What follows belongs to an exercise in optimizing a design on an open flow for small area; a production flow would make more cautious choices.
The RTL was checked by simulation tests, not by an equivalence proof against the original design.
Power and IR drop assume default switching activity.

==> design.v <==
`default_nettype none
module ledscan (
    input  wire        clk,
    input  wire        rst,
    input  wire        cmd_start,
    input  wire [7:0]  cfg_tiles_x,
    input  wire [7:0]  cfg_tiles_y,
    input  wire        hw_grant,
    input  wire        stop_req,
    input  wire        rx_valid,
    input  wire [7:0]  rx_data,
    input  wire        rx_eof,
    output wire        rx_ready,
    output reg  [4:0]  row_addr,
    output wire [31:0] col_reg,
    output reg         col_stb,
    output reg         lat,
    output reg         oe,
    output reg         pass_done,
    output reg         pub_stb,
    output wire [1:0]  mode,
    output wire        exit_valid,
    output wire [7:0]  exit_code,
    output wire        owned
);
    localparam [2:0] P_SELECT  = 3'd0,
                     P_SHIFT   = 3'd1,
                     P_LATCH   = 3'd2,
                     P_ON      = 3'd3,
                     P_OFF     = 3'd4,
                     P_ADVANCE = 3'd5,
                     P_RELEASE = 3'd6;
    reg        run, halt;              
    reg  [1:0] ecode;
    reg        two_wide, two_high;
    reg        rx_open;
    reg        ever;
    reg        stop_flag;
    reg        eof_seen;
    reg        got_brt;                
    reg  [6:0] wptr;                   
    reg  [7:0] mem [0:255];            
    reg  [7:0] brt0, brt1;
    reg        front;
    reg  [2:0] phase;
    reg  [6:0] rptr;                   
    reg        rbank;                  
    reg        rvalid;                 
    reg  [7:0] brt;
    reg  [7:0] pwmcnt;
    reg  [7:0] col;
    assign rx_ready   = rx_open;
    assign mode       = {halt, run};
    assign owned      = run;
    assign exit_valid = halt;
    assign exit_code  = {6'd0, ecode};
    assign col_reg    = {1'b0, col[7], 2'b0, col[6], 4'b0, col[5], 4'b0, col[4],
                         4'b0, col[3], 2'b0, col[2], 2'b0, col[1], 2'b0, col[0], 3'b0};
    wire cfg_ok = (cfg_tiles_x != 8'd0) && (cfg_tiles_y != 8'd0) &&
                  ((cfg_tiles_x == 8'd1 && cfg_tiles_y <= 8'd2) ||
                   (cfg_tiles_x == 8'd2 && cfg_tiles_y == 8'd1));
    wire big = two_wide | two_high;    
    wire ingest_active = run && rx_open;
    wire rx_accept     = ingest_active && !stop_flag && rx_valid;
    wire rx_end        = ingest_active && !stop_flag && !rx_valid && rx_eof;
    wire rx_is_brt     = rx_accept && !got_brt;
    wire rx_is_data    = rx_accept && got_brt;
    wire rx_is_last    = (wptr[5:0] == 6'h3f) && (wptr[6] || !big);
    wire [7:0] rd_byte  = mem[{rbank, rptr[6] & big, rptr[5:0]}];
    wire       row_last = two_wide ? (rptr[2:0] == 3'd7) : (rptr[1:0] == 2'd3);
    wire       pass_end = (rptr[5:0] == 6'd0) && (!rptr[6] || !big);
    always @(posedge clk) begin
        if (rx_is_data)
            mem[{~front, wptr}] <= rx_data;
        if (rx_is_brt) begin
            if (front) brt0 <= rx_data;
            else       brt1 <= rx_data;
        end
    end
    always @(posedge clk) begin
        if (rst) begin
            run        <= 1'b0;
            halt       <= 1'b0;
            ecode      <= 2'd0;
            rx_open    <= 1'b0;
            row_addr   <= 5'd0;
            col        <= 8'd0;
            col_stb    <= 1'b0;
            lat        <= 1'b0;
            oe         <= 1'b0;
            pass_done  <= 1'b0;
            pub_stb    <= 1'b0;
        end else begin
            col_stb   <= 1'b0;
            lat       <= 1'b0;
            pass_done <= 1'b0;
            pub_stb   <= 1'b0;
            if (!run && !halt && cmd_start) begin
                if (!cfg_ok) begin
                    halt  <= 1'b1;
                    ecode <= 2'd2;
                end else if (!hw_grant) begin
                    halt  <= 1'b1;
                    ecode <= 2'd3;
                end else begin
                    two_wide  <= (cfg_tiles_x == 8'd2);
                    two_high  <= (cfg_tiles_y == 8'd2);
                    front     <= 1'b0;
                    got_brt   <= 1'b0;
                    wptr      <= 7'd0;
                    ever      <= 1'b0;
                    stop_flag <= 1'b0;
                    eof_seen  <= 1'b0;
                    phase     <= P_SELECT;
                    rptr      <= 7'd0;
                    run       <= 1'b1;
                    rx_open   <= 1'b1;
                end
            end
            if (run && stop_req)
                stop_flag <= 1'b1;
            if (ingest_active && stop_flag)
                rx_open <= 1'b0;
            if (rx_end) begin
                eof_seen  <= 1'b1;
                stop_flag <= 1'b1;
                rx_open   <= 1'b0;
            end
            if (rx_is_brt)
                got_brt <= 1'b1;
            if (rx_is_data) begin
                wptr <= wptr + 7'd1;
                if (rx_is_last) begin
                    front   <= ~front;
                    got_brt <= 1'b0;
                    wptr    <= 7'd0;
                    ever    <= 1'b1;
                    pub_stb <= 1'b1;
                end
            end
            if (run) begin
                case (phase)
                    P_SELECT: begin
                        row_addr <= two_wide ? {1'b0, rptr[6:3]} : {rptr[6] & two_high, rptr[5:2]};
                        rbank    <= front;
                        rvalid   <= ever;
                        brt      <= ever ? (front ? brt1 : brt0) : 8'd0;
                        phase    <= P_SHIFT;
                    end
                    P_SHIFT: begin
                        col     <= rvalid ? rd_byte : 8'd0;
                        col_stb <= 1'b1;
                        rptr    <= rptr + 7'd1;
                        if (row_last)
                            phase <= P_LATCH;
                    end
                    P_LATCH: begin
                        lat    <= 1'b1;
                        pwmcnt <= 8'd0;
                        phase  <= (brt != 8'd0) ? P_ON : P_OFF;
                    end
                    P_ON: begin
                        oe <= 1'b1;
                        if (pwmcnt + 8'd1 == brt) begin
                            pwmcnt <= 8'd0;
                            phase  <= (brt != 8'd255) ? P_OFF : P_ADVANCE;
                        end else begin
                            pwmcnt <= pwmcnt + 8'd1;
                        end
                    end
                    P_OFF: begin
                        oe <= 1'b0;
                        if (pwmcnt + 8'd1 == 8'd255 - brt) begin
                            pwmcnt <= 8'd0;
                            phase  <= P_ADVANCE;
                        end else begin
                            pwmcnt <= pwmcnt + 8'd1;
                        end
                    end
                    P_ADVANCE: begin
                        oe <= 1'b0;
                        if (pass_end) begin
                            rptr      <= 7'd0;
                            pass_done <= 1'b1;
                            phase     <= stop_flag ? P_RELEASE : P_SELECT;
                        end else begin
                            phase <= P_SELECT;
                        end
                    end
                    P_RELEASE: begin
                        row_addr <= 5'd0;
                        col      <= 8'd0;
                        oe       <= 1'b0;
                        rx_open  <= 1'b0;
                        run      <= 1'b0;
                        halt     <= 1'b1;
                        ecode    <= (eof_seen && !ever) ? 2'd1 : 2'd0;
                    end
                    default: ;
                endcase
            end
        end
    end
endmodule
`default_nettype wire
==> run.sh <==
#!/bin/bash
# synth_recipe.tcl (not shown) runs the flow's synth.tcl, then flattens the netlist and writes it again
# the make line also repeats each setting of config.mk as NAME=value (left out here)
make -C /OpenROAD-flow-scripts/flow DESIGN_CONFIG=/design/flow/config.mk WORK_HOME=/design/flow/orfs CLKGATE_MAP_FILE= SYNTH_SCRIPT=/design/flow/synth_recipe.tcl finish
==> config.mk <==
export PLATFORM = sky130hd
export DESIGN_NAME = ledscan
export DESIGN_NICKNAME = ledscan
export VERILOG_FILES = /design/flow/design.v
export SDC_FILE = /design/flow/constraint.sdc
export NUM_CORES = 4
export LEC_CHECK = 0
export CAP_MARGIN = 20
export CORE_MARGIN = 2
export CORE_UTILIZATION = 30
export SLEW_MARGIN = 20
==> constraint.sdc <==
create_clock -name core_clock -period 10.0 [get_ports {clk}]
set_input_delay 2.0000 -clock core_clock [delete_from_list [all_inputs] [get_ports {clk}]]
set_output_delay 2.0000 -clock core_clock [all_outputs]
set_load 0.01 [all_outputs]
==> impl_metrics.tcl, run 1 <==
set metrics [dict create \
    synthToLayoutAreaGrowth_pct 14.4 \
    cts.htree.levels 4 \
    antenna_found_initial 6 \
    layout-drive-gt1-share_pct 22.0 \
    ys_types 70 \
    r2r_slack_ns 5.00 \
    grt_max_degree 159 \
    port_buffers 55 \
    largest-register "mem" \
    async_reset_ff_share_pct 0 \
    yosys.area.top_type "edfxtp_1" \
    fin_setup_tns_ns 0 \
    clock_power_share_pct 43.8 \
    cp_slowest_cell "nor2_2" \
    cp_max_fo 16 \
    ios 86 \
    cts.repair.resized 0 \
    cts_buffer_depth 3 \
    path_cells "clkdlybuf4s50_1 -> nand3_1 -> nor2_2 -> nand3_1 -> nor2_1" \
    p_comb_share_pct 4.5 \
    p_per_area_nw_per_um2 198 \
    cp_num_buf_inv 1 \
    gp_congestion 0.858 \
    grt-ovfl-total 0 \
    largest_reg_flops 2048 \
    post_cts_buffers 0 \
    netSwitchingFraction_pct 21.3 \
    layout.nets 4240 \
    rows 193 \
    critPathKind "primary input to register" \
    r2r_start "run$_SDFF_PP0_" \
    ys_warn_count 1 \
    cts.reportedPaths.clkPinSlew_ns 0.06 \
    drc_errors 0 \
    worstPathArrival_ns 5.50 \
    grt_pass1_vias 41600 \
    seq_area_frac_synth_pct 76.2 \
    synth_top_area_share_pct 75.7 \
    crit_family "simple AND/OR/NAND/NOR gates" \
    ys_ff_latch 2129 \
    timing.rr.end "mem[124][5]$_DFFE_PP_" \
    worstHoldStart "row_addr[2]$_SDFFE_PP0P_" \
    p_leak_nw 29.2 \
    cts_made_buffers 215 \
    syn_area_um2 83600 \
    wire_per_inst_um 27.9 \
    max_freq_ghz 0.199 \
    final_max_slew_viol_count 0 \
    setup_viol 0 \
    p_switching_mw 4.03 \
    seqCellArea_um2 63700 \
    startpoint "rx_valid" \
    yosys-top-cells-count "2106 x edfxtp_1, 484 x mux4_2, 320 x nor2_1" \
    required_ns 10.48 \
    final_util_pct 34.6 \
    netlist_instances 4081 \
    die-area_um2 283000 \
    fin_crit_ns 5.02 \
    max_stage_delay_ns 0.82 \
    synth_edf_count 2106 \
    synth.most_common_cell "edfxtp_1" \
    run_status "timing/DRC/antenna clean" \
    nFillCells 25600 \
    crit_path_end "mem[124][5]$_DFFE_PP_" \
    ant_nets 0 \
    multi_input_area_um2 18500 \
    finalClockSkew_ns 0.0557 \
    start_kind "primary input" \
    first_pass_iters 5 \
    crit_path_end_kind "register" \
    irDropWorstVdd_mv 0.156 \
    grt_setup_unrepaired "false" \
    dr.first_iter.drc_count 5668 \
    vias_per_cell 5.19 \
    synthFlopType "edfxtp_1" \
    start_util_pct 30.2 \
    cts_sinks 2129 \
    hold_path.class "register to register" \
    ctsHoldBuffers 0 \
    core-area_um2 277000 \
    maxCapViolCount 0 \
    power_mw 19.0 \
    yosys-top-cells-area "edfxtp_1 76%, mux4_2 13%, mux2i_1 1.9%" \
    die_h_um 532 \
    worst_slew_pin_slew_ns 1.10 \
    clk_latency_ns 0.87 \
    slew-limit-headroom_pct 24.7 \
    internal_power_mw 14.9 \
    finalCritPeriodShare_pct 50.2 \
    r2r_cells 6 \
    final-hold-violation-count 0 \
    cts_tree "built" \
    grt_pass1_wl_um 322000 \
    num_vias 42000 \
    detail_route.wirelength_um 226000 \
    hpwl_um 134000 \
    seq_power_share_pct 51.7 \
    die_w_um 532 \
    cp_common_cell "nand3_1" \
    crit_cells 5 \
    grt_usage_pct 15.7 \
    cts_root_buf "clkbuf_16" \
    postSynthAreaPerCell_um2 20.5 \
]
-- worst min path at each step --
stage	slack (ns)	cells after the start	to
4_1_cts	0.46	2	row_addr[2]$_SDFFE_PP0P_
3_5_place_dp	0.45	2	row_addr[2]$_SDFFE_PP0P_
6_report	0.46	2	row_addr[2]$_SDFFE_PP0P_
3_3_place_gp	0.45	2	row_addr[3]$_SDFFE_PP0P_
2_1_floorplan	0.42	0	rbank$_DFFE_PP_
5_1_grt	0.51	2	row_addr[2]$_SDFFE_PP0P_
-- cells in the final DEF (no fill, tap or decap), types with 31 or more instances in the layout --
cell type | netlist | routed
edfxtp_1 | 2106 | 2106
mux4_2 | 484 | 484
nor2_1 | 320 | 318
clkbuf_16 | 0 | 217
mux2i_1 | 161 | 161
nand2_1 | 130 | 122
a21oi_1 | 83 | 82
buf_4 | 57 | 80
a22oi_1 | 56 | 56
o221ai_1 | 47 | 47
clkdlybuf4s50_1 | 0 | 47
clkinv_1 | 0 | 41
clkinv_2 | 0 | 37
nor3_1 | 37 | 36
o21ai_0 | 34 | 34
bufinv_16 | 0 | 33
clkbuf_1 | 116 | 32
o22ai_1 | 31 | 31
-- tightest hold or removal path, stage by stage, from the launching register on --
cell	delay, ns
dfxtp_1	0.32
nand2_1	0.05
o21ai_0	0.05
-- metrics by stage --
step / hold slack [ns] / cell area [µm²] / instances / setup slack [ns]
4_1_cts: 0.464 / 95600 / 8085 / 5.08
2_1_floorplan: 0.424 / 83700 / 4110 / 6.18
5_1_grt: 0.506 / 95600 / 8087 / 4.85
3_5_place_dp: 0.448 / 88300 / 7688 / 4.15
6_report: 0.458 / 95600 / 8091 / 4.98
3_3_place_gp: 0.451 / 88300 / 7688 / 3.86
-- kinds of logic (layout without fill, tap and decap cells) --
logic type,after synthesis,after routing,share of synthesized area (%)
other,1,35,0.00449
and+or+nand+nor,607,607,3.14
adders and majority gates,8,8,0.120
xor gates and xnor gates,20,20,0.313
buffers and inverters,288,559,1.92
AOI/OAI and AO/OA,369,369,3.12
DFF,2129,2129,76.2
muxes,659,659,15.2
-- area by class of cell --
| cell class | count | share of cell area (%) |
|---|---|---|
| Clock buffer | 249 | 5.80 |
| Multi-Input combinational cell | 1693 | 19.3 |
| Sequential cell | 2129 | 66.6 |
| Antenna cell | 5 | 0.0131 |
| Clock inverter | 148 | 1.83 |
| Tap cell | 3705 | 4.85 |
| Inverter | 14 | 0.0602 |
| Timing Repair Buffer | 148 | 1.49 |
-- layer usage --
layer	up-vias	share of wire (%)	global-route usage [%]
met5	-	0.0062	0
met4	2	2.3	3.96
met3	303	9.3	3.27
met2	2338	47	24.5
met1	22200	42	22.2
li1	17100	-	-
-- power by group through the flow --
| stage | logic (mW) | registers, mW | clock network (mW) |
|---|---|---|---|
| floorplan | 0.473 | 10.0 | 0 |
| global placement | 0.850 | 10.0 | 0 |
| detailed placement | 0.856 | 10.0 | 0 |
| CTS | 0.857 | 9.81 | 8.40 |
| global route | 0.897 | 9.81 | 8.76 |
| finish | 0.853 | 9.82 | 8.31 |
==> run 2: changes to the inputs <==
--- a/design.v
+++ b/design.v
@@ -40,5 +40,13 @@
     reg        got_brt;                
     reg  [6:0] wptr;                   
-    reg  [7:0] mem [0:255];            
+    reg  [8*129-1:0] ring0, ring1;     
+    reg  [7:0] zpos;                   
+    reg        skip_due;               
+    reg        skipping;               
+    reg  [7:0] fifo [0:7];             
+    reg  [2:0] rp;                     
+    reg  [3:0] cnt;                    
+    reg  [6:0] haddr;                  
+    reg        hbank;                  
     reg  [7:0] brt0, brt1;
     reg        front;
@@ -67,10 +75,52 @@
     wire rx_is_data    = rx_accept && got_brt;
     wire rx_is_last    = (wptr[5:0] == 6'h3f) && (wptr[6] || !big);
-    wire [7:0] rd_byte  = mem[{rbank, rptr[6] & big, rptr[5:0]}];
+    wire       skip_go  = skip_due && !skipping && (zpos == 8'd0);
+    wire       short    = skipping || skip_go;    
+    wire [7:0] zpos_nx  = (zpos == 8'd0) ? (short ? 8'd127 : 8'd128) : zpos - 8'd1;
+    wire       short_nx = short && (zpos != 8'd1);
+    wire       fifo_any  = (cnt != 4'd0);
+    wire       head_ok   = run && (fifo_any || rx_is_data);
+    wire [7:0] head_data = fifo_any ? fifo[rp] : rx_data;
+    wire [8:0] hsum      = {1'b0, zpos_nx} + {2'b0, haddr};
+    wire [7:0] hstage    = (hsum >= (short_nx ? 9'd128 : 9'd129)) ?
+                           hsum[7:0] - (short_nx ? 8'd128 : 8'd129) : hsum[7:0];
+    wire       hit       = head_ok && (hstage[2:0] == 3'd7);
+    wire       pop       = hit && fifo_any;
+    wire       push      = rx_is_data && !(hit && !fifo_any);
+    wire       hlast     = (haddr[5:0] == 6'h3f) && (haddr[6] || !big);
+    reg  [8*129-1:0] ring0_nx, ring1_nx;
+    integer k;
+    always @* begin
+        for (k = 0; k < 129; k = k + 1) begin
+            if (k == 128) begin
+                ring0_nx[8*k +: 8] = ring0[7:0];
+                ring1_nx[8*k +: 8] = ring1[7:0];
+            end else if (k == 127) begin
+                ring0_nx[8*k +: 8] = short ? ring0[7:0] : ring0[8*128 +: 8];
+                ring1_nx[8*k +: 8] = short ? ring1[7:0] : ring1[8*128 +: 8];
+            end else begin
+                ring0_nx[8*k +: 8] = ring0[8*(k+1) +: 8];
+                ring1_nx[8*k +: 8] = ring1[8*(k+1) +: 8];
+            end
+            if (k % 8 == 7 && hit && hstage[6:3] == k / 8) begin
+                if (!hbank) ring0_nx[8*k +: 8] = head_data;
+                else        ring1_nx[8*k +: 8] = head_data;
+            end
+        end
+    end
+    wire [6:0] raddr   = {rptr[6] & big, rptr[5:0]};
+    wire       tap65   = rptr[6] & !big;
+    wire [7:0] tap_b   = rbank ? (tap65 ? ring1[8*65 +: 8] : ring1[7:0])
+                               : (tap65 ? ring0[8*65 +: 8] : ring0[7:0]);
+    wire [7:0] rdiff   = {1'b0, raddr} - {1'b0, haddr};
+    wire       byp     = (hbank == rbank) && !rdiff[7] && ({1'b0, rdiff[6:0]} < {4'd0, cnt});
+    wire [7:0] rd_byte = byp ? fifo[rp + rdiff[2:0]] : tap_b;
     wire       row_last = two_wide ? (rptr[2:0] == 3'd7) : (rptr[1:0] == 2'd3);
     wire       pass_end = (rptr[5:0] == 6'd0) && (!rptr[6] || !big);
     always @(posedge clk) begin
-        if (rx_is_data)
-            mem[{~front, wptr}] <= rx_data;
+        ring0 <= ring0_nx;
+        ring1 <= ring1_nx;
+        if (push)
+            fifo[rp + cnt[2:0]] <= rx_data;
         if (rx_is_brt) begin
             if (front) brt0 <= rx_data;
@@ -114,4 +164,10 @@
                     phase     <= P_SELECT;
                     rptr      <= 7'd0;
+                    skip_due  <= 1'b0;
+                    skipping  <= 1'b0;
+                    zpos      <= 8'd1;
+                    cnt       <= 4'd0;
+                    haddr     <= 7'd0;
+                    hbank     <= 1'b1;
                     run       <= 1'b1;
                     rx_open   <= 1'b1;
@@ -140,4 +196,18 @@
             end
             if (run) begin
+                zpos     <= zpos_nx;
+                skipping <= short_nx;
+                if (skip_go)
+                    skip_due <= 1'b0;
+                cnt <= cnt + {3'd0, push} - {3'd0, pop};
+                if (pop)
+                    rp <= rp + 3'd1;
+                if (hit) begin
+                    haddr <= hlast ? 7'd0 : haddr + 7'd1;
+                    if (hlast)
+                        hbank <= ~hbank;
+                end
+            end
+            if (run) begin
                 case (phase)
                     P_SELECT: begin
@@ -152,4 +222,6 @@
                         col_stb <= 1'b1;
                         rptr    <= rptr + 7'd1;
+                        if (rptr == 7'd127)
+                            skip_due <= 1'b1;
                         if (row_last)
                             phase <= P_LATCH;
@@ -181,5 +253,4 @@
                         oe <= 1'b0;
                         if (pass_end) begin
-                            rptr      <= 7'd0;
                             pass_done <= 1'b1;
                             phase     <= stop_flag ? P_RELEASE : P_SELECT;
--- a/config.mk
+++ b/config.mk
@@ -8,4 +8,5 @@
 export CAP_MARGIN = 20
 export CORE_MARGIN = 2
-export CORE_UTILIZATION = 30
+export CORE_UTILIZATION = 60
+export CTS_BUF_LIST = sky130_fd_sc_hd__clkbuf_4 sky130_fd_sc_hd__clkbuf_8
 export SLEW_MARGIN = 20
==> run 2 against run 1 <==
Non-clock buffer count decreased by 66. Power is 13% lower. Sequential cell count rose by 108. Via count down 41%. Final area shrank 33%. Sequential share of layout area increased by 5.9 points. Routed wire length is 58% lower.
==> impl_metrics.tcl, run 2 <==
set metrics [dict create \
    run_status "timing/DRC/antenna clean" \
    fin_setup_tns_ns 0 \
    rows 110 \
    finalCritPeriodShare_pct 68.8 \
    path_cells "or4_4 -> nor3_2 -> nand2_1 -> nor3_1 -> a21oi_1 -> ha_1 -> inv_1 -> fa_1 -> xor2_1 -> and3_1 -> o221ai_1 -> nor4b_1 -> nor3_1 -> nor2_1 -> o21ai_1 -> ha_1 -> inv_1 -> ha_1 -> inv_1 -> fa_1 -> xor2_1 -> nor2_1" \
    vias_per_cell 4.86 \
    synthMuxAreaShare_pct 7.06 \
    grt_pass1_vias 25800 \
    wire_per_inst_um 18.6 \
    first_pass_iters 5 \
    synth_fa_ha_area_share_pct 1.03 \
    async_reset_ff_share_pct 0 \
    grt_usage_pct 20.5 \
    cts.repair.resized 0 \
    core-area_um2 90300 \
    die-area_um2 93900 \
    synthFlopType "dfxtp_1" \
    slew-limit-headroom_pct 31.5 \
    start_util_pct 60.8 \
    synth-compound-area-share_pct 2.16 \
    start_kind "register" \
    p_per_area_nw_per_um2 260 \
    synth_top_area_share_pct 76.3 \
    gp_congestion 0.798 \
    layout_commonest_cell "dfxtp_1" \
    drc_errors 0 \
    synth_top_family_by_area "multiplexers" \
    ant_nets 0 \
    hpwl_um 54800 \
    yosys.area.top_type "dfxtp_1" \
    layout.nets 3737 \
    ctsHoldBuffers 0 \
    netSwitchingFraction_pct 19.6 \
    grt_max_degree 30 \
    seqCellArea_um2 46300 \
    cts_root_buf "clkbuf_8" \
    postSynthAreaPerCell_um2 16.5 \
    ys_types 73 \
    yosys-top-cells-area "dfxtp_1 76%, edfxtp_1 8.0%, mux2_2 4.6%" \
    setup_viol 0 \
    final-hold-violation-count 0 \
    crit_path_end_kind "register" \
    irDropWorstVdd_mv 0.197 \
    synth_xor_area_share_pct 0.638 \
    grt_setup_unrepaired "false" \
    synth_simple_gate_area_share_pct 3.51 \
    layout-drive-gt1-share_pct 23.1 \
    mostFrequentLayoutCells "2090 x dfxtp_1, 422 x clkbuf_8, 226 x mux2_2" \
    yosys-top-cells-count "2090 x dfxtp_1, 226 x mux2_2, 147 x edfxtp_1" \
    p_leak_nw 25.8 \
    place_ws_ns 3.32 \
    multi_input_area_um2 8140 \
    max_freq_ghz 0.145 \
    cts_made_buffers 332 \
    setup_ws_ns 3.12 \
    cp_slowest_cell "nor2_1" \
    detail_route.wirelength_um 94200 \
    cts_tree "built" \
    finalClockSkew_ns 0.0796 \
    antenna_found_initial 7 \
    fin_crit_ns 6.88 \
    post_cts_buffers 0 \
    maxCapViolCount 0 \
    syn_area_um2 54900 \
    synth_edf_count 147 \
    required_ns 10.62 \
    cp_max_fo 10 \
    r2r_slack_ns 3.12 \
    critPathKind "register to register" \
    grt_pass1_wl_um 146000 \
    internal_power_mw 13.3 \
    clock_power_share_pct 44.7 \
    num_vias 24700 \
    nFillCells 5923 \
    final_max_slew_viol_count 0 \
    die_h_um 306 \
    worst_slew_pin_slew_ns 1.02 \
    dr.first_iter.drc_count 1316 \
    netlist_instances 3320 \
    cts.htree.levels 5 \
    final_util_pct 70.7 \
    die_w_um 306 \
    p_comb_share_pct 0.9 \
    port_buffers 55 \
    grt-ovfl-total 0 \
    ios 86 \
    cts.reportedPaths.clkPinSlew_ns 0.07 \
    seq_area_frac_synth_pct 84.3 \
    cts_sinks 2237 \
    ys_warn_count 1 \
    p_switching_mw 3.25 \
    clk_latency_ns 0.94 \
    worstPathArrival_ns 7.49 \
    max_stage_delay_ns 0.71 \
    ys_ff_latch 2237 \
    seq_power_share_pct 54.4 \
    cts_buffer_depth 4 \
    synthToLayoutAreaGrowth_pct 16.3 \
    hold_path.class "register to register" \
    synth.most_common_cell "dfxtp_1" \
]
run 2: critical path, delay by kind of cell (launching register included):
| kind | cells | cell delay, ns |
|---|---|---|
| and+or+nand+nor | 9 | 3.41 |
| adders and majority gates | 5 | 1.36 |
| AOI/OAI and AO/OA | 3 | 0.74 |
| DFF | 1 | 0.47 |
| xor gates and xnor gates | 2 | 0.45 |
| buffers and inverters | 3 | 0.19 |
run 2: power by group through the flow:
stage	combinational [mW]	sequential (mW)	clock [mW]
global route	0.168	9.01	8.02
finish	0.155	9.02	7.42
CTS	0.154	9.02	7.62
detailed placement	0.154	9.22	0
floorplan	0.107	9.21	0
global placement	0.149	9.22	0
run 2: layout make-up:
class	count	area share, %
antenna	1	0.00392
clock buffer	525	10.3
clock inverter	46	0.606
inverter	54	0.318
multi-input combinational	957	12.7
sequential	2237	72.5
tap	1176	2.31
timing repair buffer	82	1.22
run 2: cell families after synthesis:
kind of cell | Yosys count
AOI/OAI and AO/OA | 172
muxes | 307
other | 1
adders and majority gates | 42
DFF | 2237
and+or+nand+nor | 366
xor gates and xnor gates | 40
buffers and inverters | 155
run 2: layer usage:
layer	up-vias	track usage (%)	routed length (µm)
met5	-	0	0
met4	0	8.83	2560
met3	210	4.11	3880
met2	586	32.4	44100
met1	12100	27.8	43700
li1	11800	-	-
run 2: worst paths after layout:
path,cells past startpoint,start,end
min,0,ring1[36]$_DFF_P_,ring1[28]$_DFF_P_
min reg2reg,0,ring1[36]$_DFF_P_,ring1[28]$_DFF_P_
max,22,zpos[2]$_SDFFCE_PN0P_,cnt[2]$_SDFFCE_PN0P_
max reg2reg,22,zpos[2]$_SDFFCE_PN0P_,cnt[2]$_SDFFCE_PN0P_
run 2: metrics by stage:
| stage | cells | cell area (µm²) | hold slack (ns) | power [mW] |
|---|---|---|---|---|
| 2_1_floorplan | 3349 | 55000 | 0.310 | 9.32 |
| 3_3_place_gp | 4503 | 56800 | 0.310 | 9.36 |
| 3_5_place_dp | 4506 | 56800 | 0.312 | 9.37 |
| 4_1_cts | 5077 | 63800 | 0.281 | 16.8 |
| 5_1_grt | 5078 | 63800 | 0.290 | 17.2 |
| 6_report | 5078 | 63800 | 0.277 | 16.6 |
==> run 3: changes to the inputs <==
--- a/config.mk
+++ b/config.mk
@@ -8,5 +8,6 @@
 export CAP_MARGIN = 20
 export CORE_MARGIN = 2
-export CORE_UTILIZATION = 60
-export CTS_BUF_LIST = sky130_fd_sc_hd__clkbuf_4 sky130_fd_sc_hd__clkbuf_8
+export CORE_UTILIZATION = 30
+export CTS_CLUSTER_DIAMETER = 100
+export CTS_CLUSTER_SIZE = 30
 export SLEW_MARGIN = 20
==> run 3 against run 2 <==
Still clean on timing, DRC and antenna. Count of clock-buffer cells in the layout shrank 430. Register-to-register slack worse by 0.03 ns. Final area down 4.8%. Clock skew fell by 0.021 ns. First-iteration DRC count is 22% higher.
==> impl_metrics.tcl, run 3 <==
set metrics [dict create \
    run_status "timing/DRC/antenna clean" \
    nFillCells 17200 \
    hpwl_um 52600 \
    p_leak_nw 23.3 \
    layout_commonest_cell "dfxtp_1" \
    cts.htree.levels 3 \
    die-area_um2 186000 \
    final-hold-violation-count 0 \
    finalCritPeriodShare_pct 69.1 \
    max_stage_delay_ns 0.77 \
    crit_path_end "cnt[2]$_SDFFCE_PN0P_" \
    port_buffers 55 \
    synth_edf_count 147 \
    drc_errors 0 \
    setup_viol 0 \
    netSwitchingFraction_pct 19.7 \
    yosys-top-cells-count "2090 x dfxtp_1, 226 x mux2_2, 147 x edfxtp_1" \
    ys_ff_latch 2237 \
    synth_top_area_share_pct 76.3 \
    postSynthAreaPerCell_um2 16.5 \
    yosys.area.top_type "dfxtp_1" \
    grt_max_degree 33 \
    die_h_um 432 \
    ctsHoldBuffers 0 \
    layout-drive-gt1-share_pct 12.6 \
    detail_route.wirelength_um 86700 \
    ant_nets 0 \
    cts_sinks 2237 \
    first_pass_iters 5 \
    antenna_found_initial 6 \
    seqCellArea_um2 46300 \
    async_reset_ff_share_pct 0 \
    final_max_slew_viol_count 0 \
    synthToLayoutAreaGrowth_pct 10.7 \
    r2r_cells 22 \
    seq_area_frac_synth_pct 84.3 \
    r2r_slack_ns 3.09 \
    p_per_area_nw_per_um2 219 \
    crit_path_end_kind "register" \
    start_util_pct 30.3 \
    place_ws_ns 3.20 \
    grt_usage_pct 9.15 \
    startpoint "zpos[2]$_SDFFCE_PN0P_" \
    required_ns 10.48 \
    yosys-top-cells-area "dfxtp_1 76%, edfxtp_1 8.0%, mux2_2 4.6%" \
    num_antenna_cells 0 \
    cts_made_buffers 86 \
    timing.rr.end "cnt[2]$_SDFFCE_PN0P_" \
    cts_tree "built" \
    fin_crit_ns 6.91 \
    wire_per_inst_um 14.9 \
    start_kind "register" \
    final_util_pct 33.5 \
    synth.most_common_cell "dfxtp_1" \
    irDropWorstVdd_mv 0.139 \
    vias_per_cell 3.92 \
    finalClockSkew_ns 0.0585 \
    p_comb_share_pct 1.2 \
    grt_pass1_wl_um 131000 \
    p_switching_mw 2.62 \
    worstPathArrival_ns 7.39 \
    layout.nets 3487 \
    gp_congestion 0.792 \
    cts_root_buf "clkbuf_16" \
    clk_latency_ns 0.73 \
    netlist_instances 3320 \
    worst_slew_pin_slew_ns 1.03 \
    cts.reportedPaths.clkPinSlew_ns 0.11 \
    grt_pass1_vias 21600 \
    hold_path.class "register to register" \
    mostFrequentLayoutCells "2090 x dfxtp_1, 226 x mux2_2, 147 x edfxtp_1" \
    multi_input_area_um2 8150 \
    die_w_um 432 \
    post_cts_buffers 0 \
    num_vias 22800 \
    max_freq_ghz 0.145 \
    setup_ws_ns 3.09 \
    ios 86 \
    slew-limit-headroom_pct 31.4 \
    r2r_start "zpos[2]$_SDFFCE_PN0P_" \
    fin_setup_tns_ns 0 \
    worstHoldPathCells 0 \
    syn_area_um2 54900 \
    path_cells "or4_4 -> nor3_2 -> nand2_1 -> nor3_1 -> a21oi_1 -> ha_1 -> inv_1 -> fa_1 -> xor2_1 -> and3_1 -> o221ai_1 -> nor4b_1 -> nor3_1 -> nor2_1 -> o21ai_1 -> ha_1 -> inv_1 -> ha_1 -> inv_1 -> fa_1 -> xor2_1 -> nor2_1" \
    cts_buffer_depth 3 \
    grt_setup_unrepaired "false" \
    maxCapViolCount 0 \
    rows 156 \
    cp_max_fo 10 \
    core-area_um2 181000 \
    ys_warn_count 1 \
    cp_slowest_cell "nor2_1" \
    critPathKind "register to register" \
    ys_types 73 \
    cts.repair.resized 0 \
    internal_power_mw 10.7 \
    clock_power_share_pct 31.2 \
    seq_power_share_pct 67.6 \
    hold_ws_ns 0.313 \
    grt-ovfl-total 0 \
    synthFlopType "dfxtp_1" \
    dr.first_iter.drc_count 1605 \
]
==> run 3: cell counts after synthesis <==
No cell type changed its count.
==> run 3: routing by layer <==
layer	wire [µm]	up-vias	GRT usage (%)
met5	13	-	0
met4	1760	2	2.77
met3	4020	118	1.52
met2	38400	471	14.3
met1	42500	11100	13.0
li1	-	11100	-
==> run 3: cells by family after synthesis <==
family,after synthesis,share of synthesized area [%]
buffers and inverters,155,1.30
adders and majority gates,42,1.03
AOI/OAI and AO/OA,172,2.16
xor gates and xnor gates,40,0.638
DFF,2237,84.3
muxes,307,7.06
other,1,0.00683
and+or+nand+nor,366,3.51
==> run 3: worst min path at each step <==
stage / from / slack, ns / to
after floorplan: ring0[8]$_DFF_P_ / 0.31 / ring0[0]$_DFF_P_
after global placement: ring1[124]$_DFF_P_ / 0.31 / ring1[116]$_DFF_P_
after detailed placement: ring0[497]$_DFF_P_ / 0.31 / ring0[489]$_DFF_P_
after CTS: ring0[422]$_DFF_P_ / 0.31 / ring0[414]$_DFF_P_
after global routing: ring0[22]$_DFF_P_ / 0.31 / ring0[14]$_DFF_P_
final: ring1[543]$_DFF_P_ / 0.31 / ring1[535]$_DFF_P_
==> run 3: power by group through the flow <==
stage	Clock (mW)	Combinational, mW	Sequential, mW
after global placement	0	0.153	9.22
after global routing	4.63	0.168	9.02
final	4.16	0.154	9.01
after detailed placement	0	0.156	9.22
after floorplan	0	0.107	9.21
after CTS	4.32	0.156	9.01
==> run 3: metrics by stage <==
stage	power, mW	instances	cell area, µm²
2_1_floorplan	9.32	3349	55000
6_report	13.3	5802	60700
4_1_cts	13.5	5802	60700
3_5_place_dp	9.37	5696	58300
5_1_grt	13.8	5802	60700
3_3_place_gp	9.37	5696	58300
==> run 3: final cells by class <==
cell class	count	area share, %
sequential	2237	76.1
tap	2370	4.88
inverter	54	0.334
clock buffer	95	3.67
timing repair buffer	78	1.19
multi-input combinational	957	13.4
clock inverter	11	0.369
==> run 3: critical path: cells and delay by family, from the launching register on <==
kind,cells,cell delay [ns]
AOI/OAI and AO/OA,3,0.71
adders and majority gates,5,1.37
buffers and inverters,3,0.20
DFF,1,0.48
xor gates and xnor gates,2,0.47
and+or+nand+nor,9,3.45
==> run 4: changes to the inputs <==
--- a/config.mk
+++ b/config.mk
@@ -9,5 +9,3 @@
 export CORE_MARGIN = 2
 export CORE_UTILIZATION = 30
-export CTS_CLUSTER_DIAMETER = 100
-export CTS_CLUSTER_SIZE = 30
 export SLEW_MARGIN = 20
==> run 4 against run 3 <==
Count of clock-buffer cells in the layout up 193. Highest routed layer is now met4. Final area is 6.7% higher. Critical path type unchanged. Non-clock buffer count is the same. Combinational power barely moved. Critical endpoint unchanged.
==> impl_metrics.tcl, run 4 <==
set metrics [dict create \
    run_status "timing/DRC/antenna clean" \
    cts_sinks 2237 \
    die_w_um 432 \
    clk_latency_ns 0.80 \
    mostFrequentLayoutCells "2090 x dfxtp_1, 226 x mux2_2, 196 x clkbuf_16" \
    postSynthAreaPerCell_um2 16.5 \
    cp_slowest_cell "nor2_1" \
    synthFlopType "dfxtp_1" \
    antenna_found_initial 6 \
    synth_top_area_share_pct 76.3 \
    p_per_area_nw_per_um2 255 \
    critPathKind "register to register" \
    layout-drive-gt1-share_pct 17.4 \
    grt_pass1_vias 23100 \
    wire_per_inst_um 14.8 \
    internal_power_mw 13.3 \
    core-area_um2 181000 \
    holdPathEnd "ring0[1010]$_DFF_P_" \
    ios 86 \
    start_kind "register" \
    cts_tree "built" \
    maxCapViolCount 0 \
    fin_setup_tns_ns 0 \
    place_area_um2 58300 \
    final-hold-violation-count 0 \
    layout.nets 3594 \
    worstHoldPathCells 0 \
    die_h_um 432 \
    start_util_pct 30.3 \
    p_switching_mw 3.23 \
    cts.reportedPaths.clkPinSlew_ns 0.06 \
    r2r_slack_ns 3.11 \
    syn_area_um2 54900 \
    grt_max_degree 33 \
    worstHoldStart "ring0[1018]$_DFF_P_" \
    hold_path.class "register to register" \
    async_reset_ff_share_pct 0 \
    max_freq_ghz 0.145 \
    num_vias 23700 \
    layout_commonest_cell "dfxtp_1" \
    irDropWorstVdd_mv 0.175 \
    grt_usage_pct 9.55 \
    r2r_cells 22 \
    yosys.area.top_type "dfxtp_1" \
    final_max_slew_viol_count 0 \
    dr.first_iter.drc_count 1524 \
    p_comb_share_pct 0.9 \
    cts.htree.levels 4 \
    yosys-top-cells-count "2090 x dfxtp_1, 226 x mux2_2, 147 x edfxtp_1" \
    synth_edf_count 147 \
    cp_max_fo 10 \
    worstPathArrival_ns 7.44 \
    cts_buffer_depth 3 \
    p_leak_nw 25.3 \
    die-area_um2 186000 \
    final_util_pct 35.8 \
    netlist_instances 3320 \
    fin_crit_ns 6.89 \
    first_pass_iters 5 \
    ys_types 73 \
    worst_slew_pin_slew_ns 1.02 \
    hpwl_um 52600 \
    max_stage_delay_ns 0.76 \
    ys_ff_latch 2237 \
    nFillCells 16800 \
    drc_errors 0 \
    finalClockSkew_ns 0.0508 \
    setup_viol 0 \
    grt-ovfl-total 0 \
    yosys-top-cells-area "dfxtp_1 76%, edfxtp_1 8.0%, mux2_2 4.6%" \
    grt_pass1_wl_um 136000 \
    ant_nets 0 \
    clock_power_share_pct 44.6 \
    synthToLayoutAreaGrowth_pct 18.2 \
    slew-limit-headroom_pct 31.4 \
    vias_per_cell 3.91 \
    fin_area_um2 64800 \
    synth.most_common_cell "dfxtp_1" \
    ctsHoldBuffers 0 \
    seq_area_frac_synth_pct 84.3 \
    timing.rr.end "cnt[2]$_SDFFCE_PN0P_" \
    required_ns 10.54 \
    post_cts_buffers 0 \
    cts_root_buf "clkbuf_16" \
    ys_warn_count 1 \
    rows 156 \
    r2r_start "zpos[2]$_SDFFCE_PN0P_" \
    netSwitchingFraction_pct 19.5 \
    detail_route.wirelength_um 89600 \
    cts.repair.resized 0 \
    seq_power_share_pct 54.4 \
    grt_setup_unrepaired "false" \
    cts_made_buffers 193 \
    port_buffers 55 \
    gp_congestion 0.792 \
    path_cells "or4_4 -> nor3_2 -> nand2_1 -> nor3_1 -> a21oi_1 -> ha_1 -> inv_1 -> fa_1 -> xor2_1 -> and3_1 -> o221ai_1 -> nor4b_1 -> nor3_1 -> nor2_1 -> o21ai_1 -> ha_1 -> inv_1 -> ha_1 -> inv_1 -> fa_1 -> xor2_1 -> nor2_1" \
    crit_path_end_kind "register" \
    finalCritPeriodShare_pct 68.9 \
]
-- run 4: cell counts after synthesis --
Identical to the previous run, type by type.
-- run 4: final cells by class --
type	instances	area, µm²	share of cell area (%)
flip-flops and latches	2237	46300	71.3
inverters	54	203	0.313
clock inverters	68	835	1.29
diodes	3	7.51	0.0116
multi-input cells	957	8150	12.6
repair buffers	78	723	1.12
clock buffers	288	5710	8.81
well taps	2370	2970	4.57
-- run 4: kinds of logic (layout without fill, tap and decap cells) --
| group | after synthesis | after routing | share of synthesized area, % |
|---|---|---|---|
| XOR/XNOR | 40 | 40 | 0.638 |
| AND/OR/NAND/NOR | 366 | 366 | 3.51 |
| AO/OA/AOI/OAI | 172 | 172 | 2.16 |
| adder cells (fa/ha/maj) | 42 | 42 | 1.03 |
| flip-flops | 2237 | 2237 | 84.3 |
| multiplexers | 307 | 307 | 7.06 |
| other | 1 | 33 | 0.00683 |
| buffers and inverters | 155 | 488 | 1.30 |
-- run 4: how the worst max path moves through the flow --
stage / end / startpoint / slack [ns]
3_3_place_gp: cnt[2]$_SDFFCE_PN0P_ / zpos[4]$_SDFFCE_PN0P_ / 3.41
5_1_grt: cnt[2]$_SDFFCE_PN0P_ / zpos[2]$_SDFFCE_PN0P_ / 2.55
3_5_place_dp: cnt[2]$_SDFFCE_PN0P_ / zpos[2]$_SDFFCE_PN0P_ / 3.20
4_1_cts: cnt[2]$_SDFFCE_PN0P_ / zpos[2]$_SDFFCE_PN0P_ / 3.22
2_1_floorplan: fifo[6][0]$_DFFE_PP_ / zpos[4]$_SDFFCE_PN0P_ / 4.30
6_report: cnt[2]$_SDFFCE_PN0P_ / zpos[2]$_SDFFCE_PN0P_ / 3.11
-- run 4: power by group through the flow --
| stage | sequential, mW | combinational [mW] | clock (mW) |
|---|---|---|---|
| final | 9.02 | 0.154 | 7.39 |
| after global routing | 9.01 | 0.168 | 7.95 |
| after CTS | 9.02 | 0.156 | 7.59 |
| after detailed placement | 9.22 | 0.156 | 0 |
| after global placement | 9.22 | 0.153 | 0 |
| after floorplan | 9.21 | 0.107 | 0 |
-- run 4: worst max-delay path, delay by kind of cell (launching register included) --
family / cells / cell delay [ns]
flops: 1 / 0.46
buf+inv: 3 / 0.20
xor+xnor: 2 / 0.46
compound gates: 3 / 0.72
simple gates: 9 / 3.45
fa+ha+maj: 5 / 1.37
-- run 4: layer usage --
metal | global-route usage [%] | wire, µm | up-vias
li1 | - | - | 11500
met1 | 13.0 | 43100 | 11500
met2 | 14.7 | 39600 | 546
met3 | 2.39 | 4490 | 200
met4 | 3.47 | 2450 | 0
met5 | 0 | 0 | -
-- run 4: per-stage QoR --
| step | setup slack, ns | cells | total power, mW | hold WS (ns) |
|---|---|---|---|---|
| 2_1_floorplan | 4.30 | 3349 | 9.32 | 0.310 |
| 3_3_place_gp | 3.41 | 5696 | 9.37 | 0.310 |
| 3_5_place_dp | 3.20 | 5696 | 9.37 | 0.312 |
| 4_1_cts | 3.22 | 6052 | 16.8 | 0.295 |
| 5_1_grt | 2.55 | 6052 | 17.1 | 0.304 |
| 6_report | 3.11 | 6055 | 16.6 | 0.289 |
==> run 5: changes to the inputs <==
==> flow/run.sh (new file) <==
#!/bin/bash
# Standard layout, with clock tree synthesis told to make larger sink
# clusters and to add no dummy loads. Ports get the smallest buffer.
set -euo pipefail
cat >> config.mk <<'EOT'
export CTS_ARGS = -sink_clustering_enable -repair_clock_nets -dont_use_dummy_load -sink_clustering_size 36 -sink_clustering_max_diameter 60
export BUFFER_PORTS_ARGS = -buffer_cell sky130_fd_sc_hd__buf_1
EOT
bash standard.sh > standard.log 2>&1
==> standard.sh (new file) <==
#!/bin/bash
# synth_recipe.tcl (not shown) runs the flow's synth.tcl, then flattens the netlist and writes it again
# the make line also repeats each setting of config.mk as NAME=value (left out here)
make -C /OpenROAD-flow-scripts/flow DESIGN_CONFIG=/design/flow/config.mk WORK_HOME=/design/flow/orfs CLKGATE_MAP_FILE= SYNTH_SCRIPT=/design/flow/synth_recipe.tcl "${@:-finish}"
--- a/config.mk
+++ b/config.mk
@@ -10,2 +10,4 @@
 export CORE_UTILIZATION = 30
 export SLEW_MARGIN = 20
+export CTS_ARGS = -sink_clustering_enable -repair_clock_nets -dont_use_dummy_load -sink_clustering_size 36 -sink_clustering_max_diameter 60
+export BUFFER_PORTS_ARGS = -buffer_cell sky130_fd_sc_hd__buf_1
removed: run.sh
==> run 5 against run 4 <==
Critical endpoint unchanged. Sequential cell count stayed put. Final cell count is 4.2% lower. Largest cell class unchanged. Count of clock-buffer cells in the layout is 184 lower. Sequential share of layout area is 5.1 points higher. Still clean.
==> impl_metrics.tcl, run 5 <==
set metrics [dict create \
    layout.nets 3506 \
    run_status "timing/DRC/antenna clean" \
    ys_ff_latch 2237 \
    slew-limit-headroom_pct 31.3 \
    cts_made_buffers 104 \
    place_ws_ns 3.09 \
    final_max_slew_viol_count 0 \
    grt_pass1_vias 22100 \
    ys_types 73 \
    cts_root_buf "clkbuf_16" \
    ios 86 \
    synthToLayoutAreaGrowth_pct 10.3 \
    synth_top_area_share_pct 76.3 \
    ctsHoldBuffers 0 \
    yosys-top-cells-count "2090 x dfxtp_1, 226 x mux2_2, 147 x edfxtp_1" \
    syn_area_um2 54900 \
    worstPathArrival_ns 7.56 \
    wire_per_inst_um 15.0 \
    seq_area_frac_synth_pct 84.3 \
    hold_ws_ns 0.241 \
    detail_route.wirelength_um 87200 \
    hold_path.class "register to register" \
    layout-drive-gt1-share_pct 12.7 \
    gp_congestion 0.802 \
    vias_per_cell 3.94 \
    cts_buffer_depth 3 \
    grt_max_degree 37 \
    core-area_um2 181000 \
    finalCritPeriodShare_pct 71.6 \
    cts.reportedPaths.clkPinSlew_ns 0.12 \
    finalClockSkew_ns 0.105 \
    final-hold-violation-count 0 \
    grt_usage_pct 9.28 \
    fin_crit_ns 7.16 \
    start_kind "register" \
    cts_tree "built" \
    worst_slew_pin_slew_ns 1.03 \
    clk_latency_ns 0.76 \
    hpwl_um 52500 \
    cp_slowest_cell "nor2_1" \
    synth_xor_area_share_pct 0.638 \
    grt-ovfl-total 0 \
    max_freq_ghz 0.140 \
    setup_ws_ns 2.84 \
    p_leak_nw 23.2 \
    die_h_um 432 \
    cp_max_fo 10 \
    postSynthAreaPerCell_um2 16.5 \
    synth_fa_ha_area_share_pct 1.03 \
    num_vias 22900 \
    netlist_instances 3320 \
    grt_setup_unrepaired "false" \
    synth_edf_count 147 \
    setup_viol 0 \
    synth-compound-area-share_pct 2.16 \
    dr.first_iter.drc_count 1416 \
    ant_nets 0 \
    synth.most_common_cell "dfxtp_1" \
    path_cells "or4_4 -> nor3_2 -> nand2_1 -> nor3_1 -> a21oi_1 -> ha_1 -> inv_1 -> fa_1 -> xor2_1 -> and3_1 -> o221ai_1 -> nor4b_1 -> nor3_1 -> nor2_1 -> o21ai_1 -> ha_1 -> inv_1 -> ha_1 -> inv_1 -> fa_1 -> xor2_1 -> nor2_1" \
    ys_warn_count 1 \
    cts_sinks 2237 \
    mostFrequentLayoutCells "2090 x dfxtp_1, 226 x mux2_2, 147 x edfxtp_1" \
    crit_path_end_kind "register" \
    fin_setup_tns_ns 0 \
    grt_pass1_wl_um 132000 \
    critPathKind "register to register" \
    max_stage_delay_ns 0.79 \
    layout_commonest_cell "dfxtp_1" \
    crit_family "simple AND/OR/NAND/NOR gates" \
    port_buffers 55 \
    p_per_area_nw_per_um2 223 \
    cp_num_buf_inv 3 \
    cts.htree.levels 3 \
    synthMuxAreaShare_pct 7.06 \
    required_ns 10.40 \
    post_cts_buffers 0 \
    maxCapViolCount 0 \
    first_pass_iters 7 \
    rows 156 \
    fin_area_um2 60500 \
    synthFlopType "dfxtp_1" \
    yosys-top-cells-area "dfxtp_1 76%, edfxtp_1 8.0%, mux2_2 4.6%" \
    yosys.area.top_type "dfxtp_1" \
    irDropWorstVdd_mv 0.148 \
    synth_simple_gate_area_share_pct 3.51 \
    place_area_um2 57900 \
    cts.repair.resized 0 \
    die_w_um 432 \
    synth_top_family_by_area "multiplexers" \
    async_reset_ff_share_pct 0 \
    start_util_pct 30.3 \
    drc_errors 0 \
    die-area_um2 186000 \
    antenna_found_initial 11 \
]
-- run 5: changes by cell type in the layout (fill, tap and decap cells not counted), sizes merged, moves of 11 or more --
cell / delta
clkdlybuf4s50: -55
clkinv: -43
bufinv: -11
clkbuf: -184
buf: +56
-- run 5: per-stage QoR --
stage	std cells	utilization (%)	power [mW]
finish	5803	33.4	13.5
global route	5802	33.4	14.0
CTS	5801	33.4	13.6
detailed placement	5697	31.9	9.36
global placement	5697	31.9	9.36
floorplan	3349	-	9.32
-- run 5: power breakdown --
part / leakage [nW] / switching [mW] / internal (mW) / total (mW)
Combinational: 3.72 / 0.0915 / 0.0540 / 0.146
Sequential: 18.2 / 0.0120 / 9.00 / 9.01
Clock: 1.28 / 2.46 / 1.85 / 4.32
-- run 5: worst register-to-register path, stage by stage, from the launching register on --
cell and delay [ns]:
edfxtp_1 0.43, or4_4 0.57, nor3_2 0.30, nand2_1 0.28
nor3_1 0.57, a21oi_1 0.14, ha_1 0.25, inv_1 0.07
fa_1 0.19, xor2_1 0.35, and3_1 0.43, o221ai_1 0.23
nor4b_1 0.52, nor3_1 0.13, nor2_1 0.79, o21ai_1 0.41
ha_1 0.39, inv_1 0.06, ha_1 0.15, inv_1 0.06
fa_1 0.37, xor2_1 0.15, nor2_1 0.06
-- run 5: cell families after synthesis --
kind of cell             count (synthesis)
multiplexers                           307
adder cells (fa/ha/maj)                 42
AO/OA/AOI/OAI                          172
other                                    1
flip-flops                            2237
AND/OR/NAND/NOR                        366
buffers and inverters                  155
XOR/XNOR                                40
-- run 5: metal layers --
| metal | share of wire [%] | global-route usage (%) | vias up |
|---|---|---|---|
| li1 | - | - | 11100 |
| met3 | 5.4 | 2.14 | 168 |
| met4 | 3.1 | 3.51 | 4 |
| met5 | 0.022 | 0 | - |
| met2 | 43 | 14.2 | 509 |
| met1 | 48 | 12.7 | 11100 |
-- run 5: cell type report --
class	instances	area (µm²)
Fill cell	17300	121000
Sequential cell	2237	46300
Multi-Input combinational cell	957	8130
Tap cell	2370	2970
Clock buffer	104	2600
Timing Repair Buffer	79	387
Inverter	54	203
Antenna cell	2	5.00
-- run 5: final timing paths --
path / endpoint / slack [ns] / depth (start not counted) / startpoint
max: cnt[2]$_SDFFCE_PN0P_ / 2.84 / 22 / zpos[4]$_SDFFCE_PN0P_
min: ring1[399]$_DFF_P_ / 0.24 / 0 / ring1[407]$_DFF_P_
max reg2reg: cnt[2]$_SDFFCE_PN0P_ / 2.84 / 22 / zpos[4]$_SDFFCE_PN0P_
min reg2reg: ring1[399]$_DFF_P_ / 0.24 / 0 / ring1[407]$_DFF_P_
==> run 6: changes to the inputs <==
--- a/design.v
+++ b/design.v
@@ -27,6 +27,5 @@
                      P_SHIFT   = 3'd1,
                      P_LATCH   = 3'd2,
-                     P_ON      = 3'd3,
-                     P_OFF     = 3'd4,
+                     P_PWM     = 3'd3,    
                      P_ADVANCE = 3'd5,
                      P_RELEASE = 3'd6;
@@ -39,5 +38,4 @@
     reg        eof_seen;
     reg        got_brt;                
-    reg  [6:0] wptr;                   
     reg  [8*129-1:0] ring0, ring1;     
     reg  [7:0] zpos;                   
@@ -74,4 +72,5 @@
     wire rx_is_brt     = rx_accept && !got_brt;
     wire rx_is_data    = rx_accept && got_brt;
+    wire [6:0] wptr    = haddr + {3'd0, cnt};    
     wire rx_is_last    = (wptr[5:0] == 6'h3f) && (wptr[6] || !big);
     wire       skip_go  = skip_due && !skipping && (zpos == 8'd0);
@@ -158,5 +157,4 @@
                     front     <= 1'b0;
                     got_brt   <= 1'b0;
-                    wptr      <= 7'd0;
                     ever      <= 1'b0;
                     stop_flag <= 1'b0;
@@ -185,13 +183,9 @@
             if (rx_is_brt)
                 got_brt <= 1'b1;
-            if (rx_is_data) begin
-                wptr <= wptr + 7'd1;
-                if (rx_is_last) begin
-                    front   <= ~front;
-                    got_brt <= 1'b0;
-                    wptr    <= 7'd0;
-                    ever    <= 1'b1;
-                    pub_stb <= 1'b1;
-                end
+            if (rx_is_data && rx_is_last) begin
+                front   <= ~front;
+                got_brt <= 1'b0;
+                ever    <= 1'b1;
+                pub_stb <= 1'b1;
             end
             if (run) begin
@@ -230,23 +224,11 @@
                         lat    <= 1'b1;
                         pwmcnt <= 8'd0;
-                        phase  <= (brt != 8'd0) ? P_ON : P_OFF;
-                    end
-                    P_ON: begin
-                        oe <= 1'b1;
-                        if (pwmcnt + 8'd1 == brt) begin
-                            pwmcnt <= 8'd0;
-                            phase  <= (brt != 8'd255) ? P_OFF : P_ADVANCE;
-                        end else begin
-                            pwmcnt <= pwmcnt + 8'd1;
-                        end
-                    end
-                    P_OFF: begin
-                        oe <= 1'b0;
-                        if (pwmcnt + 8'd1 == 8'd255 - brt) begin
-                            pwmcnt <= 8'd0;
-                            phase  <= P_ADVANCE;
-                        end else begin
-                            pwmcnt <= pwmcnt + 8'd1;
-                        end
+                        phase  <= P_PWM;
+                    end
+                    P_PWM: begin
+                        oe     <= (pwmcnt < brt);
+                        pwmcnt <= pwmcnt + 8'd1;
+                        if (pwmcnt == 8'd254)
+                            phase <= P_ADVANCE;
                     end
                     P_ADVANCE: begin
==> run.sh (new file) <==
#!/bin/bash
# synth_recipe.tcl (not shown) runs the flow's synth.tcl, then flattens the netlist and writes it again
# the make line also repeats each setting of config.mk as NAME=value (left out here)
make -C /OpenROAD-flow-scripts/flow DESIGN_CONFIG=/design/flow/config.mk WORK_HOME=/design/flow/orfs CLKGATE_MAP_FILE= SYNTH_SCRIPT=/design/flow/synth_recipe.tcl finish
==> config.mk (replaced) <==
export PLATFORM = sky130hd
export DESIGN_NAME = ledscan
export DESIGN_NICKNAME = ledscan
export VERILOG_FILES = /design/flow/design.v
export SDC_FILE = /design/flow/constraint.sdc
export NUM_CORES = 4
export LEC_CHECK = 0
export CAP_MARGIN = 20
export CORE_MARGIN = 2
export CORE_UTILIZATION = 30
export CTS_CLUSTER_DIAMETER = 100
export CTS_CLUSTER_SIZE = 32
export SLEW_MARGIN = 20
removed: flow/run.sh
removed: standard.sh
==> run 6 against run 5 <==
Register-to-register slack improved by 0.81 ns. Clock skew is 0.074 ns lower. Maximum frequency up 13%. Combinational power rose by about 10%. Hold slack better by 0.071 ns. First-iteration DRC count is 6.1% lower. Critical endpoint unchanged. Largest cell class unchanged.
==> impl_metrics.tcl, run 6 <==
set metrics [dict create \
    setup_ws_ns 3.65 \
    cts_buffer_depth 3 \
    cts.htree.levels 3 \
    die-area_um2 186000 \
    nFillCells 17300 \
    postSynthAreaPerCell_um2 16.9 \
    finalClockSkew_ns 0.0312 \
    synth_edf_count 140 \
    multi_input_area_um2 8420 \
    netlist_instances 3253 \
    setup_viol 0 \
    required_ns 10.44 \
    worstPathArrival_ns 6.78 \
    final_util_pct 33.3 \
    ys_warn_count 1 \
    clock_power_share_pct 30.1 \
    ant_nets 0 \
    yosys-top-cells-count "2090 x dfxtp_1, 183 x mux2_2, 140 x edfxtp_1" \
    first_pass_iters 5 \
    drc_errors 0 \
    final-hold-violation-count 0 \
    p_switching_mw 2.54 \
    final_max_slew_viol_count 0 \
    synth_top_area_share_pct 76.2 \
    seq_power_share_pct 68.6 \
    start_kind "register" \
    synth_fa_ha_area_share_pct 1.29 \
    p_leak_nw 23.5 \
    clk_latency_ns 0.70 \
    crit_family "simple AND/OR/NAND/NOR gates" \
    worst_slew_pin_slew_ns 0.969 \
    ios 86 \
    internal_power_mw 10.5 \
    p_per_area_nw_per_um2 216 \
    critPathKind "register to register" \
    num_vias 22000 \
    layout_commonest_cell "dfxtp_1" \
    cts_made_buffers 79 \
    place_area_um2 58300 \
    grt_max_degree 34 \
    grt-ovfl-total 0 \
    synthFlopType "dfxtp_1" \
    grt_pass1_wl_um 131000 \
    syn_area_um2 54900 \
    fin_setup_tns_ns 0 \
    grt_usage_pct 9.21 \
    die_w_um 432 \
    post_cts_buffers 0 \
    path_cells "or4_4 -> nor3_1 -> nand2_1 -> a21oi_1 -> ha_1 -> inv_1 -> fa_1 -> xor2_1 -> nand4b_1 -> a221oi_1 -> nand3b_1 -> a21oi_4 -> mux2i_1 -> nor2_1 -> ha_1 -> inv_1 -> ha_1 -> inv_1 -> fa_1 -> xor2_1 -> nor2_1" \
    antenna_found_initial 8 \
    p_comb_share_pct 1.2 \
    maxCapViolCount 0 \
    layout.nets 3426 \
    slew-limit-headroom_pct 34.1 \
    fin_crit_ns 6.35 \
    synthToLayoutAreaGrowth_pct 10.2 \
    synth.most_common_cell "dfxtp_1" \
    ys_types 78 \
    port_buffers 55 \
    ctsHoldBuffers 0 \
    synth_top_family_by_area "multiplexers" \
    async_reset_ff_share_pct 0 \
    max_stage_delay_ns 0.78 \
    cts_tree "built" \
    synth-compound-area-share_pct 1.65 \
    netSwitchingFraction_pct 19.4 \
    cts_root_buf "clkbuf_16" \
    grt_pass1_vias 21500 \
    run_status "timing/DRC/antenna clean" \
    rows 156 \
    cts.repair.resized 0 \
    grt_setup_unrepaired "false" \
    synth_xor_area_share_pct 0.545 \
    hold_path.class "register to register" \
    hpwl_um 51500 \
    die_h_um 432 \
    cp_max_fo 10 \
    detail_route.wirelength_um 86500 \
    cp_num_buf_inv 3 \
    fin_area_um2 60500 \
    vias_per_cell 3.85 \
    core-area_um2 181000 \
    layout-drive-gt1-share_pct 12.3 \
    start_util_pct 30.3 \
    synthMuxAreaShare_pct 7.91 \
    finalCritPeriodShare_pct 63.5 \
    gp_congestion 0.778 \
    wire_per_inst_um 15.1 \
    max_freq_ghz 0.158 \
    place_ws_ns 3.81 \
    ys_ff_latch 2230 \
    yosys.area.top_type "dfxtp_1" \
    dr.first_iter.drc_count 1329 \
    seqCellArea_um2 46000 \
    seq_area_frac_synth_pct 83.9 \
    mostFrequentLayoutCells "2090 x dfxtp_1, 183 x mux2_2, 140 x edfxtp_1" \
    yosys-top-cells-area "dfxtp_1 76%, edfxtp_1 7.7%, mux2_2 3.8%" \
    synth_simple_gate_area_share_pct 3.45 \
    irDropWorstVdd_mv 0.153 \
    cts.reportedPaths.clkPinSlew_ns 0.12 \
    crit_path_end_kind "register" \
    cts_sinks 2230 \
    cp_slowest_cell "mux2i_1" \
]
run 6: cell count changes in the layout (fill, tap and decap cells not counted), moves of 15 or more:
cell,delta
clkdlybuf4s50_1,+55
mux2_2,-43
buf_1,-55
mux2_1,+74
o2bb2ai_1,-26
clkbuf_16,-24
nand2_1,-15
run 6: routing by layer:
layer  wire length [µm]  share of wire, %  global-route usage, %  up-vias
met1              44800                52                   13.7    10700
met2              35800                41                   13.5      407
met4               2040               2.4                   2.54        0
li1                   -                 -                      -    10800
met3               3880               4.5                   1.81      110
met5                  0                 0                      0        -
run 6: power groups by stage:
stage / clock network [mW] / logic, mW / registers (mW)
after floorplan: 0 / 0.109 / 9.18
after global routing: 4.37 / 0.175 / 8.98
final: 3.94 / 0.161 / 8.98
after detailed placement: 0 / 0.163 / 9.18
after CTS: 4.08 / 0.163 / 8.98
after global placement: 0 / 0.160 / 9.18
run 6: cell type report:
| type | count | area share [%] |
|---|---|---|
| well taps | 2370 | 4.90 |
| clock buffers | 87 | 3.35 |
| repair buffers | 73 | 1.13 |
| flip-flops and latches | 2230 | 76.1 |
| diodes | 6 | 0.0248 |
| clock inverters | 7 | 0.205 |
| inverters | 51 | 0.317 |
| multi-input cells | 907 | 13.9 |
run 6: metrics by stage:
stage,total power [mW],instances,hold slack (ns)
3_5_place_dp,9.34,5630,0.312
2_1_floorplan,9.29,3282,0.310
4_1_cts,13.2,5724,0.306
5_1_grt,13.5,5725,0.320
6_report,13.1,5731,0.312
3_3_place_gp,9.34,5630,0.310
run 6: worst reg2reg max path: cells and delay by family, from the launching register on:
kind            cells  cell delay, ns
xor+xnor            2            0.53
compound gates      3            0.87
flops               1            0.45
buf+inv             3            0.20
simple gates        7            1.78
fa+ha+maj           5            1.50
mux                 1            0.78
run 6: path summary, 6_finish.rpt:
path	endpoint	start	slack, ns	cells after the start
worst max-delay path	cnt[2]$_SDFFCE_PN0P_	zpos[2]$_SDFFCE_PN0P_	3.65	21
worst min-delay path	ring1[203]$_DFF_P_	ring1[211]$_DFF_P_	0.31	0
worst max register to register	cnt[2]$_SDFFCE_PN0P_	zpos[2]$_SDFFCE_PN0P_	3.65	21
worst min register to register	ring1[203]$_DFF_P_	ring1[211]$_DFF_P_	0.31	0
run 6: cells by family after synthesis:
kind of cell,Yosys count
buffers and inverters,145
multiplexers,346
flip-flops,2230
AND/OR/NAND/NOR,317
adder cells (fa/ha/maj),53
AO/OA/AOI/OAI,129
XOR/XNOR,32
other,1
==> run 7: changes to the inputs <==
--- a/config.mk
+++ b/config.mk
@@ -6,8 +6,9 @@
 export NUM_CORES = 4
 export LEC_CHECK = 0
+export ABC_AREA = 1
 export CAP_MARGIN = 20
 export CORE_MARGIN = 2
 export CORE_UTILIZATION = 30
 export CTS_CLUSTER_DIAMETER = 100
-export CTS_CLUSTER_SIZE = 32
+export CTS_CLUSTER_SIZE = 30
 export SLEW_MARGIN = 20
==> run 7 against run 6 <==
Still clean on timing, DRC and antenna. Synthesized cell count grew 47%. Routed wire length grew 32%. Critical path depth grew 5. Combinational power grew 100%. Worst setup slack gained 0.73 ns. Clock skew grew 0.014 ns. Final cell count grew 28%. Critical endpoint is now ring0[760]$_DFF_P_.
==> impl_metrics.tcl, run 7 <==
set metrics [dict create \
    synth.most_common_cell "dfxtp_1" \
    yosys-top-cells-count "2090 x dfxtp_1, 1272 x nand2_1, 275 x nand3_1" \
    ctsHoldBuffers 0 \
    dr.first_iter.drc_count 2888 \
    final_max_slew_viol_count 0 \
    gp_congestion 0.823 \
    cts_sinks 2230 \
    worstPathArrival_ns 6.25 \
    setup_viol 0 \
    die_h_um 444 \
    cts_buffer_depth 3 \
    irDropWorstVdd_mv 0.129 \
    synthFlopType "dfxtp_1" \
    cp_slowest_cell "buf_4" \
    mostFrequentLayoutCells "2090 x dfxtp_1, 1257 x nand2_1, 275 x nand3_1" \
    ys_types 50 \
    hold_path.class "register to register" \
    r2r_start "zpos[0]$_SDFFCE_PN1P_" \
    finalClockSkew_ns 0.0456 \
    start_util_pct 30.2 \
    seqCellArea_um2 46000 \
    grt_max_degree 139 \
    grt_usage_pct 11.4 \
    cts_root_buf "clkbuf_16" \
    synth_edf_count 140 \
    cts.htree.levels 3 \
    cp_max_fo 80 \
    worstHoldStart "ring1[921]$_DFF_P_" \
    clock_power_share_pct 31.4 \
    cts.reportedPaths.clkPinSlew_ns 0.11 \
    netSwitchingFraction_pct 20.9 \
    post_cts_buffers 0 \
    drc_errors 0 \
    clk_latency_ns 0.75 \
    required_ns 10.63 \
    hpwl_um 69300 \
    max_stage_delay_ns 0.77 \
    crit_path_end_kind "register" \
    ant_nets 0 \
    finalCritPeriodShare_pct 56.2 \
    start_kind "register" \
    p_comb_share_pct 2.4 \
    run_status "timing/DRC/antenna clean" \
    timing.rr.end "ring0[760]$_DFF_P_" \
    cp_num_buf_inv 6 \
    antenna_found_initial 8 \
    synth_xor_area_share_pct 0.425 \
    final_util_pct 33.1 \
    fin_setup_tns_ns 0 \
    yosys.area.top_type "dfxtp_1" \
    worstHoldPathCells 0 \
    postSynthAreaPerCell_um2 12.2 \
    crit_family "simple AND/OR/NAND/NOR gates" \
    synth_fa_ha_area_share_pct 1.22 \
    netlist_instances 4769 \
    wire_per_inst_um 15.6 \
    synth_simple_gate_area_share_pct 13.6 \
    critPathKind "register to register" \
    seq_area_frac_synth_pct 79.4 \
    detail_route.wirelength_um 114000 \
    maxCapViolCount 0 \
    internal_power_mw 10.8 \
    synthMuxAreaShare_pct 0.0518 \
    r2r_slack_ns 4.38 \
    port_buffers 55 \
    layout-drive-gt1-share_pct 4.42 \
    worst_slew_pin_slew_ns 1.11 \
    p_leak_nw 26.3 \
    die_w_um 444 \
    final-hold-violation-count 0 \
    die-area_um2 197000 \
    core-area_um2 192000 \
    layout.nets 4863 \
    grt_pass1_vias 29000 \
    place_ws_ns 4.35 \
    grt-ovfl-total 0 \
    ys_ff_latch 2230 \
    async_reset_ff_share_pct 0 \
    vias_per_cell 4.19 \
    synth_top_family_by_area "simple AND/OR/NAND/NOR gates" \
    multi_input_area_um2 10400 \
    grt_pass1_wl_um 173000 \
    holdPathEnd "ring1[913]$_DFF_P_" \
    synth_top_area_share_pct 72.2 \
    syn_area_um2 58000 \
    layout_commonest_cell "dfxtp_1" \
    ys_warn_count 1 \
    cts_made_buffers 87 \
    fin_crit_ns 5.62 \
    num_vias 30700 \
    grt_setup_unrepaired "false" \
    first_pass_iters 6 \
    nFillCells 18800 \
    p_switching_mw 2.85 \
    synth-compound-area-share_pct 2.49 \
    cts_tree "built" \
    cts.repair.resized 0 \
    seq_power_share_pct 66.2 \
    cp_common_cell "nand2_1" \
    synthToLayoutAreaGrowth_pct 9.64 \
    setup_ws_ns 4.38 \
    max_freq_ghz 0.178 \
    rows 161 \
    r2r_cells 26 \
    p_per_area_nw_per_um2 214 \
    slew-limit-headroom_pct 25.5 \
    ios 86 \
    yosys-top-cells-area "dfxtp_1 72%, nand2_1 8.2%, edfxtp_1 7.3%" \
]
run 7: logic make-up after synthesis:
group                    count (synthesis)
flip-flops                            2230
AND/OR/NAND/NOR                       1838
buffers and inverters                  361
AO/OA/AOI/OAI                          257
adder cells (fa/ha/maj)                 53
XOR/XNOR                                26
multiplexers                             3
other                                    1
run 7: worst max-delay path by stage:
stage / end / cells after the start / start
after CTS: ring0[760]$_DFF_P_ / 26 / zpos[0]$_SDFFCE_PN1P_
after global routing: ring0[764]$_DFF_P_ / 27 / zpos[0]$_SDFFCE_PN1P_
after floorplan: cnt[2]$_SDFFCE_PN0P_ / 30 / zpos[0]$_SDFFCE_PN1P_
after global placement: ring1[767]$_DFF_P_ / 11 / rx_valid
final: ring0[760]$_DFF_P_ / 26 / zpos[0]$_SDFFCE_PN1P_
after detailed placement: ring1[762]$_DFF_P_ / 11 / rx_valid
run 7: routing by layer:
layer	part of all wire [%]	GRT usage [%]	up-vias
met5	0	0	-
met2	44	18.0	817
met4	2.8	3.94	0
li1	-	-	15000
met3	5.4	1.83	187
met1	48	15.8	14700
run 7: power by group through the flow:
stage	combinational (mW)	sequential (mW)	clock, mW
after floorplan	0.214	9.20	0
after global placement	0.321	9.20	0
after detailed placement	0.327	9.20	0
after CTS	0.328	9.00	4.42
after global routing	0.357	9.01	4.73
final	0.330	9.00	4.27
run 7: cell type report:
class	instances	share of cell area [%]
sequential	2230	72.5
multi-input combinational	2207	16.4
tap	2526	4.97
clock buffer	91	3.48
timing repair buffer	73	1.10
inverter	180	1.07
clock inverter	16	0.478
antenna	5	0.0197
run 7: metrics by stage:
stage	power, mW	cells	hold slack (ns)	cell area [µm²]
3_3_place_gp	9.53	7216	0.310	61000
5_1_grt	14.1	7324	0.313	63500
2_1_floorplan	9.41	4798	0.310	58100
6_report	13.6	7328	0.312	63500
3_5_place_dp	9.53	7216	0.312	61000
4_1_cts	13.8	7323	0.312	63500

Re-timed with assumed drivers on the ports (clkbuf_16 on the clock, buf_2 on other inputs), run 7 has 4.377 ns of setup slack against 4.377 ns with ideal ports, and 4.328 ns once port delays also move by the mid clock arrival of 0.809 ns.
